This is an optimization exercise on Yosys and OpenROAD, whose aim is small area, a short achievable clock period and few clock cycles per item, not a production implementation.
The RTL was checked by simulation tests, not by an equivalence proof against the original design.

## flow/design.v (module list and top-level ports; edited modules follow where they fit)
// module demosaic_rgb_stream: 894 lines
module demosaic_rgb_stream (
    input  wire        clk,
    input  wire        rst,         
    input  wire        in_valid,
    output wire        in_ready,
    input  wire [79:0] in_col,      
    input  wire        in_last,     
    input  wire [15:0] max_val,     
    input  wire [4:0]  shift,       
    input  wire        row_odd,     
    output wire        out_valid,
    input  wire        out_ready,
    output reg  [15:0] out_r,
    output reg  [15:0] out_g,
    output reg  [15:0] out_b,
    output reg         out_last
);
  // ...
==> flow/flow/run.sh <==
#!/bin/bash
set -euo pipefail
export BUFFER_PORTS_ARGS="-buffer_cell sky130_fd_sc_hd__buf_1"
SETUP_SLACK_MARGIN=11.5 bash standard.sh cts > standard_cts.log 2>&1
bash standard.sh finish > standard_finish.log 2>&1
==> flow/standard.sh <==
#!/bin/bash
# synth_recipe.tcl (not shown) runs the flow's synth.tcl, then flattens the netlist and writes it again
# the make line also repeats each setting of config.mk as NAME=value (left out here)
make -C /OpenROAD-flow-scripts/flow DESIGN_CONFIG=/design/flow/config.mk WORK_HOME=/design/flow/orfs CLKGATE_MAP_FILE= SYNTH_SCRIPT=/design/flow/synth_recipe.tcl "${@:-finish}"
==> flow/config.mk <==
export PLATFORM = sky130hd
export DESIGN_NAME = demosaic_rgb_stream
export DESIGN_NICKNAME = demosaic_rgb_stream
export VERILOG_FILES = /design/flow/design.v
export SDC_FILE = /design/flow/constraint.sdc
export NUM_CORES = 4
export LEC_CHECK = 0
export ABC_AREA = 1
export CAP_MARGIN = 20
export CORE_MARGIN = 2
export CORE_UTILIZATION = 65
export SLEW_MARGIN = 20
==> flow/constraint.sdc <==
create_clock -name core_clock -period 16.0 [get_ports {clk}]
set_input_delay 3.2000 -clock core_clock [delete_from_list [all_inputs] [get_ports {clk}]]
set_output_delay 3.2000 -clock core_clock [all_outputs]
set_load 0.01 [all_outputs]
==> out/summary.txt, run 1 <==
status - finished clean
CP cell instances - inv_2 -> buf_12 -> nand2_1 -> o21ai_1 -> fa_1 -> fa_1 -> fa_1 -> inv_1 -> fa_1 -> ha_1 -> a21oi_2 -> inv_1 -> a21oi_2 -> o21bai_1 -> a21oi_2 -> inv_1 -> a21oi_2 -> inv_1 -> a21oi_2 -> o21bai_1
drt pass-1 iters - 5
Clock Path Buffers - 3
commonest non-fill, non-tap cell in the layout - nand2_1
CP Buf/Inv Count - 6
Min Hold Slack - 415 ps
hold endpoint - w3_q[7]$_DFFE_PP_
fin cells - 3897
RSZ-0062 raised after global routing - no
most used cell, CP - a21oi_2
post-CTS resize count - 79
DRC - 0
I/O Pins - 158
Place WS - 10440 ps
post-synth top area cell - edfxtp_1
Worst path slowest cell - fa_1
initial antenna violation count - 0
critical path's largest stage delay - 530 ps
area of the multi-input gates - 15100 um2
ys flop type - edfxtp_1
vias in the first global route - 23300
number of flops mapped to enable cells by yosys - 366
M1 WL - 30600 um
clock buffers - 61
Testbench counts, summed over its fixed seeds: cycles 31,202, pixels 30,610.
==> inputs of run 2 (changes only) <==
--- a/flow/design.v
+++ b/flow/design.v
@@ -30,29 +30,27 @@
     localparam NG = 3;
     reg [NG-1:0] win_green_v;
     reg        win_last;     
     reg        row_start;    
     reg [1:0]  flush_cnt;    
     reg        a_valid;
     reg        a_green;
     reg        a_last;
-    reg [19:0] a_x;          
-    reg [19:0] a_y;          
+    reg [20:0] a_x;          
+    reg [20:0] a_y;          
     reg        a_w1;         
     reg        o_v, sk_v;
     reg [15:0] sk_r, sk_g, sk_b;
     reg        sk_last;
     reg        rdy;          
-    reg        rdy_n;        
     wire       adv = !sk_v;  
     assign out_valid = o_v;
     assign in_ready  = rdy;
     wire take  = in_valid && rdy;
-    wire take2 = in_valid && !rdy_n;        
     wire pop   = o_v && out_ready;
     wire push  = adv && a_valid;
     wire flush = flush_cnt != 2'd0;
     wire [15:0] f_s = in_col[32 +: 16];
     function [17:0] add8x2;
         input [15:0] a, b;
         begin
             add8x2 = {{1'b0, a[15:8]} + {1'b0, b[15:8]}, {1'b0, a[7:0]} + {1'b0, b[7:0]}};
@@ -63,33 +61,30 @@
         begin
             join8x2 = {v[17:9] + {8'd0, v[8]}, v[7:0]};
         end
     endfunction
     wire [17:0] f_p = add8x2(in_col[16 +: 16], in_col[48 +: 16]);
     wire [17:0] f_q = add8x2(in_col[ 0 +: 16], in_col[64 +: 16]);
     wire [16:0] w4_pf = join8x2(w4_p);
     wire [16:0] w4_qf = join8x2(w4_q);
-    wire shift_w  = take  || (adv && flush);   
-    wire shift_w2 = take2 || (adv && flush);   
+    wire shift_w = take || (adv && flush);    
     wire [15:0] n4_s = flush ? w3_s : f_s;
     wire [17:0] n4_p = flush ? {w3_p[16:8], 1'b0, w3_p[7:0]} : f_p;
     wire [15:0] n0_s = f3 ? w3_s : w1_s;
     wire [17:0] n_h2 = add8x2(n0_s, n4_s);
     always @(posedge clk) begin
-        if (shift_w2) begin
+        if (shift_w) begin
             if (f3) begin
                 w1_s <= w4_s; w1_p <= w4_pf;   
             end else begin
                 w1_s <= w2_s; w1_p <= w2_p;
             end
             w2_s <= w3_s; w2_p <= w3_p; w2_q <= w3_q;
             w3_s <= w4_s; w3_p <= w4_pf; w3_q <= w4_qf;
-        end
-        if (shift_w) begin
             w4_s <= n4_s; w4_p <= n4_p; w4_q <= f_q;
             h2   <= n_h2;
         end
         if (adv && take && row_start) begin
             cfg_max   <= max_val;
             cfg_shift <= shift;
             cfg_odd   <= row_odd;
         end
@@ -793,40 +788,44 @@
     wire ky_323 = ky_282 ^ ky_283 ^ ky_36;
     wire ky_324 = (ky_282 & ky_283) | (ky_36 & (ky_282 | ky_283));
     wire ky_325 = ky_284 ^ 1'b1;
     wire ky_326 = ky_284 & 1'b1;
     wire [21:0] y_ra = {ky_326, ky_324, ky_322, ky_320, ky_318, ky_316, ky_314, ky_312, ky_310, ky_308, ky_306, ky_304, ky_302, ky_300, ky_298, ky_296, ky_294, ky_292, ky_290, ky_288, ky_286, ky_285};
     wire [21:0] y_rb = {1'b1, ky_325, ky_323, ky_321, ky_319, ky_317, ky_315, ky_313, ky_311, ky_309, ky_307, ky_305, ky_303, ky_301, ky_299, ky_297, ky_295, ky_293, ky_291, ky_289, ky_287, ~win_green};
     wire y_rc = ~win_green;
     localparam Y_RC_COL = 10;
-    wire [9:0]  g1_x = {1'b0, x_ra[8:0]}   + {1'b0, x_rb[8:0]};
+    wire [5:0]  g0_x = {1'b0, x_ra[4:0]}   + {1'b0, x_rb[4:0]};
+    wire [4:0]  g1_x = {1'b0, x_ra[8:5]}   + {1'b0, x_rb[8:5]};
     wire [6:0]  g2_x = {1'b0, x_ra[14:9]}  + {1'b0, x_rb[14:9]}  + {6'd0, x_rc};
     wire [6:0]  g3_x = x_ra[21:15] + x_rb[21:15];
-    wire [10:0] g1_y = {1'b0, y_ra[9:0]}   + {1'b0, y_rb[9:0]};
+    wire [5:0]  g0_y = {1'b0, y_ra[4:0]}   + {1'b0, y_rb[4:0]};
+    wire [5:0]  g1_y = {1'b0, y_ra[9:5]}   + {1'b0, y_rb[9:5]};
     wire [5:0]  g2_y = {1'b0, y_ra[14:10]} + {1'b0, y_rb[14:10]} + {5'd0, y_rc};
     wire [6:0]  g3_y = y_ra[21:15] + y_rb[21:15];
     always @(posedge clk) begin
         if (rst) begin
             a_valid <= 1'b0;
         end else if (adv) begin
             a_valid <= win_valid;
             a_green <= win_green;
             a_last  <= win_last;
-            a_x     <= {g3_x, g2_x, g1_x[9:4]};
-            a_y     <= {g3_y, g2_y, g1_y[10:4]};
+            a_x     <= {g3_x, g2_x, g1_x, g0_x[5:4]};
+            a_y     <= {g3_y, g2_y, g1_y, g0_y[5:4]};
             a_w1    <= shift_w;
         end
     end
-    wire [6:0]  ux = {1'b0, a_x[11:6]} + {6'd0, a_x[5]};
-    wire [6:0]  vx = a_x[19:13] + {6'd0, a_x[12] | ux[6]};
-    wire [17:0] sx = {vx, ux[5:0], a_x[4:0]};
-    wire [5:0]  uy = {1'b0, a_y[11:7]} + {5'd0, a_y[6]};
-    wire [6:0]  vy = a_y[19:13] + {6'd0, a_y[12] | uy[5]};
-    wire [17:0] sy = {vy, uy[4:0], a_y[5:0]};
+    wire        kx9  = a_x[6]  | (&a_x[5:2]  & a_x[1]);
+    wire        kx15 = a_x[13] | (&a_x[12:7] & kx9);
+    wire [17:0] sx = {a_x[20:14] + {6'd0, kx15}, a_x[12:7] + {5'd0, kx9},
+                      a_x[5:2] + {3'd0, a_x[1]}, a_x[0]};
+    wire        ky10 = a_y[7]  | (&a_y[6:2]  & a_y[1]);
+    wire        ky15 = a_y[13] | (&a_y[12:8] & ky10);
+    wire [17:0] sy = {a_y[20:14] + {6'd0, ky15}, a_y[12:8] + {4'd0, ky10},
+                      a_y[6:2] + {4'd0, a_y[1]}, a_y[0]};
     wire [15:0] cx = sx[17] ? 16'd0 :
                      (sx[16:0] >= {1'b0, cfg_max}) ? cfg_max : sx[15:0];
     wire [15:0] cy = sy[17] ? 16'd0 :
                      (sy[16:0] >= {1'b0, cfg_max}) ? cfg_max : sy[15:0];
     wire [15:0] a_nat = a_w1 ? w1_s : w2_s;
     reg [15:0] pr, pg, pb;
     always @(*) begin
         case ({cfg_odd, a_green})
@@ -876,19 +875,15 @@
             end else if (take) begin
                 row_start_n = in_last;
                 if (in_last)
                     flush_cnt_n = 2'd2;
             end
         end
     end
     always @(posedge clk) begin
-        if (rst) begin
-            rdy   <= 1'b1;
-            rdy_n <= 1'b0;
-        end else begin
-            rdy   <= !sk_v_n && (flush_cnt_n == 2'd0) &&
-                     !(row_start_n && win_valid_n);
-            rdy_n <= sk_v_n || (flush_cnt_n != 2'd0) ||
-                     (row_start_n && win_valid_n);
-        end
+        if (rst)
+            rdy <= 1'b1;
+        else
+            rdy <= !sk_v_n && (flush_cnt_n == 2'd0) &&
+                   !(row_start_n && win_valid_n);
     end
 endmodule
==> out/summary.txt, run 2 <==
status - finished clean (unchanged)
clock-pin slew on the worst setup and hold paths - 60 ps (was 70 ps)
crit start category - flop (unchanged)
most frequent cells in the layout - nand2_1 (719), inv_1 (479), edfxtp_1 (368) (was nand2_1 (746), inv_1 (495), edfxtp_1 (366))
number of flops mapped to enable cells by yosys - 368 (was 366)
Yosys cell types - 51 (unchanged)
DIE AREA - 45600 um2 (was 45200 um2)
Crit. End Element - flop (unchanged)
Clock Path Buffers - 3 (unchanged)
RR Endpoint - out_b[12]$_DFFE_PP_ (was a_y[6]$_DFFE_PP_)
setup_tns - 0 ps (unchanged)
Root Driver - clkbuf_16 (unchanged)
post-synth top area share - 38.7% (was 38.8%)
max-capacitance violation count - 0 (unchanged)
# diodes - 0 (unchanged)
CTS tree - yes (unchanged)
Pins Over Slew Limit - 0 (unchanged)
fin nets - 3738 (was 3758)
detailed-route vias per instance - 5.85 (was 5.93)
Warnings, synthesis - 1 (unchanged)
CP cell instances - nand4_1 -> inv_1 -> a31oi_2 -> o31ai_2 -> ha_1 -> ha_1 -> nand3_1 -> xor2_1 -> inv_1 -> ha_1 -> nand4_1 -> nor4_1 -> nand2_1 -> nand3_4 -> nand2_1 -> nand3_1 -> nand2_1 -> nand3_1 -> nand3_1 -> and2_1 -> nand2_1 -> nor2_1 -> nand2_1 -> nand2_1 (was inv_2 -> buf_12 -> nand2_1 -> o21ai_1 -> fa_1 -> fa_1 -> fa_1 -> inv_1 -> fa_1 -> ha_1 -> a21oi_2 -> inv_1 -> a21oi_2 -> o21bai_1 -> a21oi_2 -> inv_1 -> a21oi_2 -> inv_1 -> a21oi_2 -> o21bai_1)
commonest non-fill, non-tap cell in the layout - nand2_1 (unchanged)
Worst-Margin Slew - 1140 ps (was 1160 ps)
reg2reg start - a_y[4]$_DFFE_PP_ (was win_green_v[1]$_SDFFE_PP0P_)
total track usage - 35.1% (was 36.8%)
upper clock frequency limit - 0.217 GHz (was 0.215 GHz)
Syn Area/Cell - 9.11 um2 (was 9.06 um2)
Critical Path AT - 4920 ps (was 4990 ps)
CP Buf/Inv Count - 2 (was 6)
HP Class - flop to flop (unchanged)
Clock Sinks - 385 (was 384)
post-route ant nets - 0 (unchanged)
most used cell, CP - nand2_1 (was a21oi_2)
core area - 43200 um2 (was 43100 um2)
critical path's largest stage delay - 410 ps (was 530 ps)
crit path from - a_y[4]$_DFFE_PP_ (was win_green_v[1]$_SDFFE_PP0P_)
sequential area share after synthesis - 39.9% (was 40.1%)
I/O Pins - 158 (unchanged)
most used routing layer - met2 (unchanged)
Layout area overhead - 10.7% (was 12.7%)
RSZ-0062 raised after global routing - no (unchanged)
delay-heaviest family, CP - simple AND/OR/NAND/NOR gates (was adder cells)
first-pass GRT wire length - 122000 um (was 126000 um)
Largest regs - a_x: 21 flops, a_y: 21 flops (was a_x: 20 flops, a_y: 20 flops)
per-cell routed wire length - 20.1 um (was 20.9 um)
normalized max-slew margin - 23.1% (was 22.0%)
port bufs - 157 (unchanged)
Crit Path Max Fanout - 16 (unchanged)
gpl congestion - 0.970 (was 0.973)
Setup-failing EPs final - 0 (unchanged)
drt pass-1 iters - 6 (was 5)
Cell Rows - 76 (unchanged)
met3 usage - 6.99% (was 6.63%)
final wirelength - 77900 um (was 81300 um)
H-tree Lvls - 2 (unchanged)
post-synthesis async set-or-reset flop share - 0% (unchanged)
largest net degree at the start of global routing - 92 (was 85)
via count - 22600 (was 23100)
top cells by count, synth - nand2_1 (729), inv_1 (485), edfxtp_1 (368) (was nand2_1 (760), inv_1 (508), edfxtp_1 (366))
TritonCTS buffer count - 42 (was 41)
initial antenna violation count - 0 (unchanged)
WS Path Type - flop to flop (unchanged)
critical path data required time - 16300 ps (was 16340 ps)
top post-synthesis cells by area - edfxtp_1 (39%), fa_1 (15%), nand2_1 (9.6%) (was edfxtp_1 (39%), fa_1 (15%), nand2_1 (10%))
post-synth top area cell - edfxtp_1 (unchanged)
path depth of the worst reg2reg path - 24 (was 20)
ys flop type - edfxtp_1 (unchanged)
Die Ht - 214 um (was 213 um)
Iteration-0 DRC Markers - 2158 (was 2491)
Worst path slowest cell - edfxtp_1 (was fa_1)
met1 usage - 43.4% (was 46.7%)
fin util - 73.2% (was 74.1%)
Syn Nets - 3618 (was 3604)
layout cells sized above 1 - 7.19% (was 8.54%)
HPWL Detailed - 56600 um (was 58000 um)
Setup crit end - out_b[12]$_DFFE_PP_ (was a_y[6]$_DFFE_PP_)
CTS Hold Buffers Added - 0 (unchanged)
met2 global-route usage - 59.4% (was 59.6%)
Syn Std Cell Area - 28500 um2 (was 28300 um2)
vias in the first global route - 22900 (was 23300)
initial core utilization - 66.1% (was 65.7%)
Tmin final - 4620 ps (was 4660 ps)
Clock Latency Late Sink - 570 ps (was 580 ps)
DRC - 0 (unchanged)
Final Hold Fails - 0 (unchanged)
Worst path depth - 24 (was 20)
Clock Skews - 21.6 ps (was 33.7 ps)
total gr overflow - 0 (unchanged)
Final Cycle Share - 28.9% (was 29.1%)
most numerous cell in the Yosys netlist - nand2_1 (unchanged)
FF+latch count, synth - 385 (was 384)
die width - 214 um (was 213 um)
Synth Instances - 3134 (was 3126)
R2R setup slack - 11380 ps (was 11340 ps)
-- run 2: cell count changes after synthesis, sizes merged, moves of 19 or more --
cell   previous run  this run
nand4            91        20
nand3           237       300
inv             511       487
nand2           764       736
nor2            146       165
a21oi            82       109
-- run 2: per-stage QoR --
step	instances	hold WS (ps)	worst slack (ps)	cell area [um2]
after floorplan	3134	400	10390	28800
after global placement	3781	401	10610	29800
after detailed placement	3781	405	10580	29800
after CTS	3868	414	11440	31600
after global routing	3868	422	10920	31600
final	3868	416	11380	31600
-- run 2: repair_timing --
item | in CTS | in global routing
gates resized for setup | 61 | 0
hold endpoints to repair | 0 | 0
endpoints found under the setup margin | 292 | 0
buffers inserted | 7 | 0
-- run 2: area by class of cell --
class,instances,area (um2)
multi-input cells,2136,15100
fillers,3134,11600
flip-flops and latches,385,11400
inverters,489,1840
repair buffers,199,1130
clock buffers,48,1070
well taps,585,732
clock inverters,25,269
repair inverters,1,7.51
-- run 2: worst min-delay path by stage --
stage / endpoint / slack [ps] / startpoint / cells after the start
after floorplan: w2_q[0]$_DFFE_PN_ / 400 / w3_q[0]$_DFFE_PN_ / 0
after global placement: w2_q[0]$_DFFE_PN_ / 400 / w3_q[0]$_DFFE_PN_ / 0
after detailed placement: w2_q[7]$_DFFE_PN_ / 400 / w3_q[7]$_DFFE_PN_ / 0
after CTS: w2_q[7]$_DFFE_PN_ / 410 / w3_q[7]$_DFFE_PN_ / 0
after global routing: w2_q[10]$_DFFE_PN_ / 420 / w3_q[10]$_DFFE_PN_ / 0
final: w2_q[7]$_DFFE_PN_ / 420 / w3_q[7]$_DFFE_PN_ / 0
-- run 2: cell families after synthesis --
family | share of synthesized area [%]
AOI/OAI and AO/OA | 7.44
xor gates and xnor gates | 2.73
adders and majority gates | 22.3
buffers and inverters | 8.58
DFF | 39.9
muxes | 0.267
and+or+nand+nor | 18.8
-- run 2: layer usage --
layer	vias up	wire length, um
met5	-	0
met4	0	3850
met3	229	7070
met2	1124	37900
met1	10800	29100
li1	10400	-
Testbench counts of run 2, summed over its fixed seeds: cycles 31,202, pixels 30,610.

re-timing with driven ports:
The results above use ideal ports. As a check the final layouts listed here were re-extracted and re-timed, cells and wires unchanged.
Step 1 sets driving cells, clkbuf_16 on the clock port and buf_2 on the other inputs (assumed; they add their load-dependent delay and slew).
Step 2 times the ports against the registers' clock, not the clock port: input delays grow and output delays shrink by t, the midpoint of the rising clock arrivals with the driver on.
Slacks: ideal ports / drivers / drivers and shift; pairs: ideal ports / drivers.
| run | t (ns) | setup WS [ns] | hold slack, ns | worst setup path after step 2 | slew at the worst register clock pin (ns) |
|---|---|---|---|---|---|
| run 1 | 0.629 | 11.341 / 11.341 / 10.827 | 0.415 / 0.415 / 0.415 | input to register | 0.07 / 0.07 |
| run 2 | 0.617 | 11.382 / 11.382 / 10.826 | 0.416 / 0.416 / 0.416 | input to register | 0.07 / 0.07 |
After both steps every run listed still meets setup and hold. The setup slack of run 2, which loses most, moves by 0.000 ns with the drivers and by -0.556 ns with both steps.
